This design comes from an exercise in tuning for small area and a short achievable clock period on the open sky130 flow, not from production work. In this exercise RTL edits were held to simulation tests only and were not proved equivalent to the original. Power figures rest on the tool's default switching activity, not on a simulated workload.

== v6 ==
==> flow/design.v (excerpt) <==
module fsk_rx (
    input  wire        clk,
    input  wire        rst,           
    input  wire        in_valid,
    input  wire [15:0] in_i,
    input  wire [15:0] in_q,
    output reg         db_valid,
    output wire [7:0]  db_level,
    output wire [31:0] db_maxsq,
    output reg         hit_valid,
    output reg         byte_valid,
    output wire [7:0]  byte_data,
    output reg         byte_first,
    output reg         byte_last
);
    localparam [31:0] SYNC_WORD = 32'h8E89BED6;
    reg        v0;
    reg        sa, sb;
    reg [14:0] ya, yb;
    reg [10:0] rawcnt;
    always @(posedge clk) begin
        v0 <= in_valid & ~rst;
        sa <= in_i[15];
        sb <= in_q[15];
        ya <= in_i[14:0] ^ {15{in_i[15]}};
        yb <= in_q[14:0] ^ {15{in_q[15]}};
    end
    always @(posedge clk) begin
        if (rst)
            rawcnt <= 11'd0;
        else if (v0)
            rawcnt <= rawcnt + 11'd1;
    end
    wire sym_take = v0 & (rawcnt[1:0] == 2'b11);
    wire [32:0] mag_s, mag_c, mag_t;
  wire mt_1, mt_2, mt_3, mt_4, mt_5, mt_6, mt_7, mt_8, mt_9, mt_10, mt_11, mt_12, mt_13, mt_14, mt_15, mt_16;
  wire mt_17, mt_18, mt_19, mt_20, mt_21, mt_22, mt_23, mt_24, mt_25, mt_26, mt_27, mt_28, mt_29, mt_30, mt_31, mt_32;
  wire mt_33, mt_34, mt_35, mt_36, mt_37, mt_38, mt_39, mt_40, mt_41, mt_42, mt_43, mt_44, mt_45, mt_46, mt_47, mt_48;
  wire mt_49, mt_50, mt_51, mt_52, mt_53, mt_54, mt_55, mt_56, mt_57, mt_58, mt_59, mt_60, mt_61, mt_62, mt_63, mt_64;
  ...
Size in the first run: ~3200 cells after synthesis, about 410 flip-flops, about 88 I/O pins, about 0.030 mm^2 of cells after synthesis.
==> flow/config.mk <==
export PLATFORM = sky130hd
export DESIGN_NAME = fsk_rx
export DESIGN_NICKNAME = fsk_rx
export VERILOG_FILES = /design/flow/design.v
export SDC_FILE = /design/flow/constraint.sdc
export NUM_CORES = 4
export LEC_CHECK = 0
export CAP_MARGIN = 20
export CORE_MARGIN = 2
export CORE_UTILIZATION = 40
export SLEW_MARGIN = 20
==> flow/constraint.sdc <==
create_clock -name core_clock -period 12.0 [get_ports {clk}]
set_input_delay 2.4000 -clock core_clock [delete_from_list [all_inputs] [get_ports {clk}]]
set_output_delay 2.4000 -clock core_clock [all_outputs]
set_load 0.01 [all_outputs]
standard.sh (not shown) runs the stock make flow with config.mk's settings and CLKGATE_MAP_FILE= SYNTH_SCRIPT=/design/flow/synth_recipe.tcl, a recipe that flattens the netlist after the stock synthesis.
==> flow/flow/run.sh <==
#!/bin/bash
set -euo pipefail
bash standard.sh "BUFFER_PORTS_ARGS=-buffer_cell sky130_fd_sc_hd__buf_2" SETUP_SLACK_MARGIN=8.0 finish > standard.log 2>&1
Every stage of the flow completed for v6, and the final layout passed the timing, design-rule and antenna checks.
What v7 does differently from v6 at the input level:
--- a/flow/design.v
+++ b/flow/design.v
@@ -649,18 +649,26 @@
             endcase
         end
     endfunction
     reg  [7:0] lvl;           
     reg  [7:0] sar_bit;       
     reg        sar_cmp;       
-    reg [31:0] thr;
+    reg  [3:0] b_gt;          
+    reg  [3:1] b_eq;          
     wire [7:0] r_cur   = {~lvl[7], lvl[6:0]};
     wire [7:0] r_trial = r_cur | sar_bit;
-    wire       r_keep  = sar_cmp & (xmax >= thr);
+    wire [31:0] thr    = db_thr(r_trial);
+    wire       r_keep  = sar_cmp & (b_gt[3] | (b_eq[3] & (b_gt[2] | (b_eq[2] & (b_gt[1] | (b_eq[1] & b_gt[0]))))));
     always @(posedge clk) begin
-        thr <= db_thr(r_trial);
+        b_gt[3] <= (xmax[31:24] >  thr[31:24]);
+        b_gt[2] <= (xmax[23:16] >  thr[23:16]);
+        b_gt[1] <= (xmax[15:8]  >  thr[15:8]);
+        b_gt[0] <= (xmax[7:0]   >= thr[7:0]);
+        b_eq[3] <= (xmax[31:24] == thr[31:24]);
+        b_eq[2] <= (xmax[23:16] == thr[23:16]);
+        b_eq[1] <= (xmax[15:8]  == thr[15:8]);
         if (rst) begin
             sar_bit  <= 8'd0;
             sar_cmp  <= 1'b0;
             db_valid <= 1'b0;
         end else begin
             if (buf_done2)
@@ -713,13 +721,14 @@
     wire db0_one = nb[1] ^ nb[0];
     wire db0_two = (nb[2] & ~nb[1] & ~nb[0]) | (~nb[2] & nb[1] & nb[0]);
     wire nb0     = ~nb[2];
     wire db1_one = nb[3] ^ nb[2];
     wire db1_two = (nb[4] & ~nb[3] & ~nb[2]) | (~nb[4] & nb[3] & nb[2]);
     wire nb1     = ~nb[4];
-    wire acc_en  = ~st[1];
+    reg  acc_clr;               
+    wire acc_en  = ~acc_clr;
     wire [21:0] xs_s, xs_c;
   wire xt_1, xt_2, xt_3, xt_4, xt_5, xt_6, xt_7, xt_8, xt_9, xt_10, xt_11, xt_12, xt_13, xt_14, xt_15, xt_16;
   wire xt_17, xt_18, xt_19, xt_20, xt_21, xt_22, xt_23, xt_24, xt_25, xt_26, xt_27, xt_28, xt_29, xt_30, xt_31, xt_32;
   wire xt_33, xt_34, xt_35, xt_36, xt_37, xt_38, xt_39, xt_40, xt_41, xt_42, xt_43, xt_44, xt_45, xt_46, xt_47, xt_48;
   wire xt_49, xt_50, xt_51, xt_52, xt_53, xt_54, xt_55, xt_56, xt_57, xt_58, xt_59, xt_60, xt_61, xt_62, xt_63, xt_64;
   wire xt_65, xt_66, xt_67, xt_68, xt_69, xt_70, xt_71, xt_72, xt_73, xt_74, xt_75, xt_76, xt_77, xt_78, xt_79, xt_80;
@@ -829,12 +838,13 @@
   assign xt_102 = xt_62 | xt_63;
   assign xt_103 = ~(xt_64 ^ xt_65);
   assign xt_104 = xt_64 | xt_65;
   assign xs_s = {1'b1, 1'b1, xt_104, xt_102, xt_100, xt_98, xt_96, xt_94, xt_92, xt_90, xt_88, xt_86, xt_84, xt_82, xt_80, xt_78, xt_76, xt_74, xt_72, xt_70, xt_68, xt_67};
   assign xs_c = {1'b0, 1'b0, xt_66, xt_103, xt_101, xt_99, xt_97, xt_95, xt_93, xt_91, xt_89, xt_87, xt_85, xt_83, xt_81, xt_79, xt_77, xt_75, xt_73, xt_71, xt_69, nb0};
     always @(posedge clk) begin
+        acc_clr <= st[0];
         ps     <= xs_s;
         pc     <= xs_c;
         acc    <= ({{4{acc[21]}}, acc[21:4]} & {22{acc_en}}) + ps + pc;
         acc_nz <= (acc[3:0] != 4'd0) | (acc_nz & ~st[2]);
     end
     wire bit_valid = st[5];
==> run summary <==
Between v6 and v7, the number of instances in the placed design is higher for v6. Compared with v6, v7 shows maximum fanout along the worst path lower by 30. Part of the Yosys area used for sequential elements ended up 1.5 points lower on v7 than on v6. v7 vs v6 — area share of fa/ha/maj cells after synthesis rose 0.78 points. In v7, the clock network contribution to total cell area came out 0.52 points below the value in v6. v7 vs v6: leakage dissipation down. v7 gives less wire length than v6 did.

## afterwards: timing with drivers on the ports
In the flow no input, the clock included, has a driving cell. The finished layouts below were timed again as built, in two steps.
Step 1: set_driving_cell puts a clkbuf_16 on clk and a buf_2 on each other input, an assumption about the parent block.
Step 2 adds t to the input delays and takes it off the output delays; t is the mean of the earliest and latest rising clock arrival at the registers after step 1. Input paths then give back, and output paths get back, about the clock's delay inside the block.
Slacks: no drivers / after step 1 / after step 2; pairs: no drivers / after step 1.
run | t (ns) | setup slack, ns | worst setup path at the end | slew at the worst register clock pin (ns) | worst slew at a driven data input, ns
v6 | 0.645 | 8.129 / 8.129 / 8.129 | register to register | 0.06 / 0.06 | 0.04
v7 | 0.649 | 8.102 / 8.102 / 8.102 | register to register | 0.07 / 0.07 | 0.03
After both steps every run listed still meets setup and hold.
